Source: an optimization exercise on an open RTL-to-GDS flow (aim: small area and a short achievable clock period). Production flows keep margins and buffers that such runs may drop.
Power and IR drop assume default switching activity.

==> delta <==
==> flow/design.v (excerpt) <==
module marduk_io (
    input  wire        clk,
    input  wire        rst,
    input  wire        io_rd,
    input  wire        io_wr,
    input  wire [7:0]  io_addr,
    input  wire [7:0]  io_wdata,
    output reg  [7:0]  io_rdata,
    output wire        irq_active,
    output wire [2:0]  irq_vector,
    output wire        romdis,
    output wire [2:0]  leds,
    output wire        par_strobe,
    output wire [7:0]  par_data,
    output wire        psg_rd,
    output wire        psg_wr,
    output wire [3:0]  psg_reg,
    input  wire [7:0]  psg_rdata,
    output wire        modem_rd,
    output wire        modem_wr,
    input  wire [7:0]  modem_rdata,
    input  wire        modem_avail,
    output wire        vdp_data_rd,
    output wire        vdp_data_wr,
    output wire        vdp_ctrl_rd,
    output wire        vdp_ctrl_wr,
    input  wire [7:0]  vdp_rdata,
    input  wire        vblank_en,
    input  wire        txe,
    input  wire        key_push,
    input  wire [7:0]  key_code,
    input  wire        slice_tick,
    output wire        render,
    output wire [8:0]  render_row,
    output wire        frame_done,
  ...
==> flow/config.mk <==
export PLATFORM = sky130hd
export DESIGN_NAME = marduk_io
export DESIGN_NICKNAME = marduk_io
export VERILOG_FILES = /design/flow/design.v
export SDC_FILE = /design/flow/constraint.sdc
export NUM_CORES = 4
export LEC_CHECK = 0
export CAP_MARGIN = 20
export CORE_MARGIN = 2
export CORE_UTILIZATION = 40
export PLACE_DENSITY = 0.6
export SETUP_SLACK_MARGIN = 3.0
export SLEW_MARGIN = 20
export SYNTH_HIERARCHICAL = 1
==> flow/constraint.sdc <==
create_clock -name core_clock -period 7.0 [get_ports {clk}]
set_input_delay 1.4000 -clock core_clock [delete_from_list [all_inputs] [get_ports {clk}]]
set_output_delay 1.4000 -clock core_clock [all_outputs]
set_load 0.01 [all_outputs]
run.sh (not shown) runs the stock make flow with config.mk's settings and CLKGATE_MAP_FILE= SYNTH_SCRIPT=/design/flow/synth_recipe.tcl, a recipe that flattens the netlist after the stock synthesis.
==> quartz: changes against delta <==
CORE_UTILIZATION = 50   (was 40)
CTS_BUF_LIST = sky130_fd_sc_hd__clkbuf_4 sky130_fd_sc_hd__clkbuf_8   (was unset)
PLACE_DENSITY = 0.65   (was 0.6)
==> results.tsv <==
metric	value	unit
status	complete, no violations	
power.share.clock	40.2	%
clockBufferDepth	3	
routedWlPerCell	28.8	um
die-area	202000	um^2
Source of the figures above: delta

==> results.tsv <==
metric	value	unit
drt_iter0_markers	10296	
status	complete, no violations	
clockBufferDepth	4	
power.share.clock	39.0	%
routedWlPerCell	30.1	um
die-area	162000	um^2
Source of the figures above: quartz

No functional check of the RTL was part of any run of this note.


==> job 137 <==
==> flow/design.v <==
module marduk_irq_arb (
    input  wire       rx,
    input  wire       tx,
    input  wire       key,
    input  wire       vblank,
    input  wire [7:0] mask,
    output wire       active,
    output wire [2:0] vector,
    output wire [7:0] portb
);
    wire r7 = rx     & mask[7];
    wire r6 = tx     & mask[6];
    wire r5 = key    & mask[5];
    wire r4 = vblank & mask[4];
    assign active = r7 | r6 | r5 | r4;
    assign vector[2] = active;
    assign vector[1] = r7 | r6;
    assign vector[0] = r7 | (!r6 & r5);
    assign portb = {4'b0000, vector, active};
endmodule
module marduk_kbd_queue (
    input  wire       clk,
    input  wire       rst,
    input  wire       push,
    input  wire [7:0] push_data,
    input  wire       pop,
    output reg  [7:0] head,
    output wire       empty
);
    localparam SLOTS = 255;
    reg [8*SLOTS-1:0] sr;       
    reg [7:0]         count;
    assign empty = (count == 8'd0);
    always @(posedge clk) begin
        if (push)
            sr <= {sr[8*SLOTS-9:0], push_data};
    end
    wire [15:0] lo = 16'd1 << count[3:0];
    wire [15:0] hi = 16'd1 << count[7:4];
    wire [255:0] dec;
    genvar g;
    generate
        for (g = 0; g < 256; g = g + 1) begin : g_dec
            assign dec[g] = hi[g >> 4] & lo[g & 15];
        end
    endgenerate
    localparam GROUPS = 85;                   
    wire [8*SLOTS+7:0] srx = {8'd0, sr};      
    wire [7:0] next_head;
    genvar b, k;
    generate
        for (b = 0; b < 8; b = b + 1) begin : g_bit
            wire [GROUPS-1:0] nt;
            for (k = 0; k < GROUPS; k = k + 1) begin : g_grp
                marduk_aoi222 u_aoi (
                    .a1 (dec[3*k+2]), .a2 (srx[8*(3*k)   + b]),
                    .b1 (dec[3*k+3]), .b2 (srx[8*(3*k+1) + b]),
                    .c1 (k == GROUPS-1 ? 1'b0 : dec[3*k+4]),
                    .c2 (k == GROUPS-1 ? 1'b0 : srx[8*(3*k+2) + b]),
                    .y  (nt[k])
                );
            end
            assign next_head[b] = ~&nt;
        end
    endgenerate
    wire pop_eff = pop && !empty;
    wire one     = (count == 8'd1);
    wire full    = (count == 8'd255);
    always @(posedge clk) begin
        if (rst) begin
            count <= 8'd0;
            head  <= 8'd0;
        end else begin
            if (push && !pop_eff)
                count <= count + 8'd1;
            else if (pop_eff && !push)
                count <= count - 8'd1;
            if (pop_eff) begin
                if (one)
                    head <= push ? push_data : 8'd0;
                else
                    head <= next_head;
            end else if (push) begin
                if (empty)
                    head <= push_data;
                else if (full)
                    head <= 8'd0;
            end
        end
    end
endmodule
module marduk_aoi222 (
    input  wire a1, a2, b1, b2, c1, c2,
    output wire y
);
    assign y = ~((a1 & a2) | (b1 & b2) | (c1 & c2));
endmodule
module marduk_fdc (
    input  wire       clk,
    input  wire       rst,
    input  wire       rd_data,
    input  wire       wr_cmd,
    input  wire       wr_track,
    input  wire       wr_sector,
    input  wire       wr_data,
    input  wire       wr_sel,
    input  wire [7:0] wdata,
    input  wire [1:0] raddr,       
    output reg  [7:0] rdata,
    input  wire       tick,
    input  wire [1:0] disk_present,
    input  wire [1:0] disk_size0,
    input  wire [1:0] disk_size1,
    input  wire [7:0] disk_rdata,
    output wire       disk_drive,
    output wire [10:0] disk_lba,
    output wire [9:0] disk_offset
);
    localparam [7:0]  RATE_CODE    = 8'h02;
    localparam [11:0] INDEX_PERIOD = 12'd3144;
    reg        strm;              
    reg        busy, seek_err, not_ready;
    reg [7:0]  track, sector, data;
    reg        sel_ok, sel_b0;    
    reg        stream_valid;      
    reg        stream_id;         
    reg        k_sec, k_diag;     
    reg [9:0]  cursor;
    reg [15:0] snap;
    reg [11:0] rot;
    reg [1:0]  present_q;
    function [7:0] sync_pattern(input [5:0] idx);
        begin
            if (idx < 6'd16)      sync_pattern = 8'h4E;
            else if (idx < 6'd28) sync_pattern = 8'h00;
            else if (idx < 6'd31) sync_pattern = 8'hA1;
            else case (idx)
                6'd31:   sync_pattern = 8'hFE;
                6'd34:   sync_pattern = 8'h01;
                6'd35:   sync_pattern = 8'h03;
                6'd36,
                6'd37:   sync_pattern = 8'hF7;
                default: sync_pattern = 8'h00;
            endcase
        end
    endfunction
    wire [1:0] size_sel    = sel_b0 ? disk_size1 : disk_size0;
    wire       sel_present = sel_ok && (sel_b0 ? disk_present[1] : disk_present[0]);
    wire sector_ok = (sector != 8'd0) && (sector <= 8'd5);
    reg  track_ok;
    always @(*) begin
        case (size_sel)
            2'd0:    track_ok = track < 8'd40;
            2'd1:    track_ok = track < 8'd80;
            default: track_ok = track < 8'd160;
        endcase
    end
    wire [9:0] req_lba = {track, 2'b00} + {2'b00, track} + {7'd0, sector[2:0]} - 10'd1;
    wire last = k_sec  ? (cursor == 10'd1023) :
                k_diag ? (cursor[5:0] == 6'd37) : (cursor[2:0] == 3'd5);
    reg [7:0] stream_byte;
    always @(*) begin
        if (k_sec)
            stream_byte = disk_rdata;
        else if (k_diag)
            stream_byte = sync_pattern(cursor[5:0]);
        else begin
            case (cursor[2:0])
                3'd0:    stream_byte = snap[7:0];
                3'd2:    stream_byte = snap[15:8];
                3'd3:    stream_byte = RATE_CODE;
                default: stream_byte = 8'h00;
            endcase
        end
    end
    assign disk_drive  = stream_id;
    assign disk_lba    = {1'b0, snap[9:0]};
    assign disk_offset = cursor;
    wire [1:0] ejected   = present_q & ~disk_present;
    wire       abort     = strm && stream_valid && (stream_id ? ejected[1] : ejected[0]);
    wire       streaming = strm && !abort;
    wire index_active = (rot == 12'd0) && sel_present;
    always @(*) begin
        case (raddr)
            2'd0:    rdata = {not_ready, 2'b00, seek_err, 2'b00,
                              streaming || index_active, streaming && busy};
            2'd1:    rdata = track;
            2'd2:    rdata = sector;
            default: rdata = streaming ? stream_byte : data;
        endcase
    end
    wire cmd_restore = wr_cmd && wdata[7:4] == 4'h0;
    wire cmd_read    = wr_cmd && wdata[7:5] == 3'b100;
    wire cmd_status  = wr_cmd && wdata[7:4] == 4'hC;
    wire cmd_ack     = wr_cmd && wdata[7:4] == 4'hD;
    wire cmd_diag    = wr_cmd && wdata[7:4] == 4'hE;
    wire read_ok     = sel_present && sector_ok && track_ok;
    wire load        = (cmd_read && read_ok) || cmd_status || cmd_diag;
    wire end_stream  = abort || (rd_data && streaming && last) ||
                       cmd_restore || cmd_read || cmd_status || cmd_diag;
    always @(posedge clk) begin
        if (rst) begin
            strm         <= 1'b0;
            busy         <= 1'b0;
            seek_err     <= 1'b0;
            not_ready    <= 1'b0;
            track        <= 8'd0;
            sector       <= 8'd0;
            data         <= 8'd0;
            sel_ok       <= 1'b1;
            sel_b0       <= 1'b0;
            stream_valid <= 1'b0;
            stream_id    <= 1'b0;
            k_sec        <= 1'b1;
            k_diag       <= 1'b0;
            cursor       <= 10'd0;
            snap         <= 16'd0;
            rot          <= 12'd0;
            present_q    <= 2'b00;
        end else begin
            present_q <= disk_present;
            if (tick)
                rot <= (rot == INDEX_PERIOD - 12'd1) ? 12'd0 : rot + 12'd1;
            if (load) begin
                strm         <= 1'b1;
                busy         <= 1'b1;
                stream_valid <= sel_ok;
                stream_id    <= sel_b0;
                cursor       <= 10'd0;
                k_sec        <= cmd_read;
                k_diag       <= cmd_diag;
                snap         <= cmd_read ? {sector[7:2], req_lba} : {sector, track};
            end else if (end_stream) begin
                strm         <= 1'b0;
                busy         <= 1'b0;
                stream_valid <= 1'b0;
            end else if (cmd_ack) begin
                busy         <= 1'b0;
            end
            if (rd_data && streaming) begin
                data   <= stream_byte;
                cursor <= cursor + 10'd1;
            end
            if (cmd_restore || cmd_ack)
                not_ready <= 1'b0;
            else if (cmd_read)
                not_ready <= !sel_present;
            if (cmd_read)
                seek_err <= sel_present && !(sector_ok && track_ok);
            if (cmd_restore)    track <= 8'd0;
            else if (wr_track)  track <= wdata;
            if (wr_sector) sector <= wdata;
            if (wr_data)   data   <= wdata;
            if (wr_sel) begin
                sel_ok <= (wdata[7:1] == 7'd0);
                sel_b0 <= wdata[0];
            end
        end
    end
endmodule
module marduk_io (
    input  wire        clk,
    input  wire        rst,
    input  wire        io_rd,
    input  wire        io_wr,
    input  wire [7:0]  io_addr,
    input  wire [7:0]  io_wdata,
    output reg  [7:0]  io_rdata,
    output wire        irq_active,
    output wire [2:0]  irq_vector,
    output wire        romdis,
    output wire [2:0]  leds,
    output wire        par_strobe,
    output wire [7:0]  par_data,
    output wire        psg_rd,
    output wire        psg_wr,
    output wire [3:0]  psg_reg,
    input  wire [7:0]  psg_rdata,
    output wire        modem_rd,
    output wire        modem_wr,
    input  wire [7:0]  modem_rdata,
    input  wire        modem_avail,
    output wire        vdp_data_rd,
    output wire        vdp_data_wr,
    output wire        vdp_ctrl_rd,
    output wire        vdp_ctrl_wr,
    input  wire [7:0]  vdp_rdata,
    input  wire        vblank_en,
    input  wire        txe,
    input  wire        key_push,
    input  wire [7:0]  key_code,
    input  wire        slice_tick,
    output wire        render,
    output wire [8:0]  render_row,
    output wire        frame_done,
    input  wire [1:0]  disk_present,
    input  wire [1:0]  disk_size0,
    input  wire [1:0]  disk_size1,
    input  wire [7:0]  disk_rdata,
    output wire        disk_drive,
    output wire [10:0] disk_lba,
    output wire [9:0]  disk_offset
);
    localparam [7:0] KEEPALIVE = 8'h94;
    reg       romdis_q, strobe_q;
    reg [2:0] leds_q;
    reg [7:0] par_latch;
    reg [3:0] psg_latch;
    reg [7:0] mask;
    reg       rx, tx, key, vblank;
    reg [8:0] row;         
    reg [5:0] kbd_idle;
    wire a_ctrl = io_addr == 8'h00;
    wire a_psgd = io_addr == 8'h40;
    wire a_psga = io_addr == 8'h41;
    wire a_hcca = io_addr == 8'h80;
    wire a_kbd  = io_addr == 8'h90;
    wire a_vdpd = io_addr == 8'hA0;
    wire a_vdpc = io_addr == 8'hA1;
    wire a_par  = io_addr == 8'hB0;
    wire a_fdc  = io_addr[7:2] == 6'b110000;    
    wire a_fsel = io_addr == 8'hCF;
    wire rd_kbd  = io_rd && a_kbd;
    wire rd_fdat = io_rd && io_addr == 8'hC3;
    wire wr_fdc  = io_wr && a_fdc;
    wire [7:0] portb;
    marduk_irq_arb u_arb (
        .rx     (rx),
        .tx     (tx),
        .key    (key),
        .vblank (vblank),
        .mask   (mask),
        .active (irq_active),
        .vector (irq_vector),
        .portb  (portb)
    );
    wire [7:0] kq_head;
    wire       kq_empty;
    wire       watchdog_fire = slice_tick && kq_empty && (kbd_idle == 6'd49);
    marduk_kbd_queue u_kq (
        .clk       (clk),
        .rst       (rst),
        .push      (key_push || watchdog_fire),
        .push_data (watchdog_fire ? KEEPALIVE : key_code),
        .pop       (rd_kbd),
        .head      (kq_head),
        .empty     (kq_empty)
    );
    wire [7:0] fdc_rdata;
    marduk_fdc u_fdc (
        .clk          (clk),
        .rst          (rst),
        .rd_data      (rd_fdat),
        .wr_cmd       (wr_fdc && io_addr[1:0] == 2'd0),
        .wr_track     (wr_fdc && io_addr[1:0] == 2'd1),
        .wr_sector    (wr_fdc && io_addr[1:0] == 2'd2),
        .wr_data      (wr_fdc && io_addr[1:0] == 2'd3),
        .wr_sel       (io_wr && a_fsel),
        .wdata        (io_wdata),
        .raddr        (io_addr[1:0]),
        .rdata        (fdc_rdata),
        .tick         (slice_tick),
        .disk_present (disk_present),
        .disk_size0   (disk_size0),
        .disk_size1   (disk_size1),
        .disk_rdata   (disk_rdata),
        .disk_drive   (disk_drive),
        .disk_lba     (disk_lba),
        .disk_offset  (disk_offset)
    );
    wire       psg_int  = psg_latch[3:1] == 3'b111;      
    wire [7:0] psg_own  = psg_latch[0] ? portb : mask;
    always @(*) begin
        if (a_psgd)
            io_rdata = psg_int ? psg_own : psg_rdata;
        else if (a_hcca)
            io_rdata = modem_rdata;
        else if (a_kbd)
            io_rdata = kq_head;
        else if (a_vdpd || a_vdpc)
            io_rdata = vdp_rdata;
        else if (a_fdc)
            io_rdata = fdc_rdata;
        else
            io_rdata = 8'hFF;
    end
    assign psg_rd      = io_rd && a_psgd && !psg_int;
    assign psg_wr      = io_wr && a_psgd;
    assign psg_reg     = psg_latch;
    assign modem_rd    = io_rd && a_hcca;
    assign modem_wr    = io_wr && a_hcca;
    assign vdp_data_rd = io_rd && a_vdpd;
    assign vdp_data_wr = io_wr && a_vdpd;
    assign vdp_ctrl_rd = io_rd && a_vdpc;
    assign vdp_ctrl_wr = io_wr && a_vdpc;
    assign romdis     = romdis_q;
    assign leds       = leds_q;
    assign par_strobe = io_wr && a_ctrl && strobe_q && !io_wdata[2];
    assign par_data   = par_latch;
    assign render     = slice_tick && row <= 9'd192;
    assign render_row = row;
    assign frame_done = slice_tick && row == 9'd262;
    always @(posedge clk) begin
        if (rst) begin
            romdis_q  <= 1'b0;
            strobe_q  <= 1'b0;
            leds_q    <= 3'd0;
            par_latch <= 8'd0;
            psg_latch <= 4'd0;
            mask      <= 8'd0;
            rx        <= 1'b0;
            tx        <= 1'b0;
            key       <= 1'b0;
            vblank    <= 1'b0;
            row       <= 9'd1;
            kbd_idle  <= 6'd0;
        end else begin
            tx <= txe;
            if (io_wr && a_ctrl) begin
                romdis_q <= io_wdata[0];
                strobe_q <= io_wdata[2];
                leds_q   <= io_wdata[5:3];
            end
            if (io_wr && a_par)  par_latch <= io_wdata;
            if (io_wr && a_psga && io_wdata[7:4] == 4'd0) psg_latch <= io_wdata[3:0];
            if (io_wr && a_psgd && psg_latch == 4'd14) mask <= io_wdata;
            if (io_rd && a_hcca) rx     <= 1'b0;
            if (rd_kbd)          key    <= 1'b0;
            if (io_rd && a_vdpc) vblank <= 1'b0;
            if (slice_tick) begin
                if (modem_avail)
                    rx <= 1'b1;
                if (!kq_empty)
                    key <= 1'b1;
                if (kq_empty && kbd_idle != 6'd49)
                    kbd_idle <= kbd_idle + 6'd1;
                else
                    kbd_idle <= 6'd0;
                if (row == 9'd262) begin
                    row <= 9'd1;
                    if (vblank_en)
                        vblank <= 1'b1;
                end else begin
                    row <= row + 9'd1;
                end
            end
        end
    end
endmodule
==> flow/run.sh <==
#!/bin/bash
# synth_recipe.tcl (not shown) runs the flow's synth.tcl, then flattens the netlist and writes it again
# the make line also repeats each setting of config.mk as NAME=value (left out here)
make -C /OpenROAD-flow-scripts/flow DESIGN_CONFIG=/design/flow/config.mk WORK_HOME=/design/flow/orfs CLKGATE_MAP_FILE= SYNTH_SCRIPT=/design/flow/synth_recipe.tcl finish
==> flow/config.mk <==
export PLATFORM = sky130hd
export DESIGN_NAME = marduk_io
export DESIGN_NICKNAME = marduk_io
export VERILOG_FILES = /design/flow/design.v
export SDC_FILE = /design/flow/constraint.sdc
export NUM_CORES = 4
export LEC_CHECK = 0
export CAP_MARGIN = 20
export CORE_MARGIN = 2
export CORE_UTILIZATION = 40
export PLACE_DENSITY = 0.6
export SETUP_SLACK_MARGIN = 3.0
export SLEW_MARGIN = 20
export SYNTH_HIERARCHICAL = 1
==> flow/constraint.sdc <==
create_clock -name core_clock -period 7.0 [get_ports {clk}]
set_input_delay 1.4000 -clock core_clock [delete_from_list [all_inputs] [get_ports {clk}]]
set_output_delay 1.4000 -clock core_clock [all_outputs]
set_load 0.01 [all_outputs]
==> inputs of job 5634, as changes to job 137 <==
- SETUP_SLACK_MARGIN: 3.0 -> default
==> summary of the runs <==
Between job 137 and job 5634, the lower wire length is in job 5634 (gap 1.5%, measured against job 5634). Job 137 went through all stages and came out clean. Job 5634 finished clean. Against job 5634, the first-iteration DRC count of job 137 is smaller by 3.6%. Of job 137 and job 5634, job 137 has the higher fmax (gap 22%, measured against job 5634). In job 5634 the core utilization is lower than in job 137, by 0.83 points. Global-route usage: job 5634 is lower than job 137 (0.25 points). In flip-flop and latch count, job 5634 and job 137 do not differ. In clock power, job 137 and job 5634 hardly differ.
Function was not checked in any run of this note: the RTL went through the layout flow alone.

==> afterwards: timing with drivers on the ports <==
Ports are ideal in the flow. The routed layouts listed here were re-timed in OpenROAD.
Step 1: set_driving_cell puts a clkbuf_16 on clk and a buf_2 on each other input, an assumption about the parent block.
Step 2, shift: input delay + t, output delay - t, t = (earliest + latest rising clock arrival at the registers) / 2. This alone moves slack from input paths to output paths.
Three values: ideal ports, drivers, drivers and shift; two values: the first two.
run	shift t [ns]	setup slack, ns	worst data-port slew with drivers (ns)	cell pins on the clock port's net
delta	0.927	2.424 / 2.364 / 2.364	0.09	1
quartz	1.072	2.487 / 2.438 / 2.362	0.09	1
job 137	0.923	2.183 / 2.093 / 2.242	0.09	1
job 5634	0.924	1.147 / 1.058 / 1.124	0.07	1
After both steps every run listed still meets setup and hold. The setup slack of quartz, which loses most, moves by -0.049 ns with the drivers and by -0.125 ns with both steps.
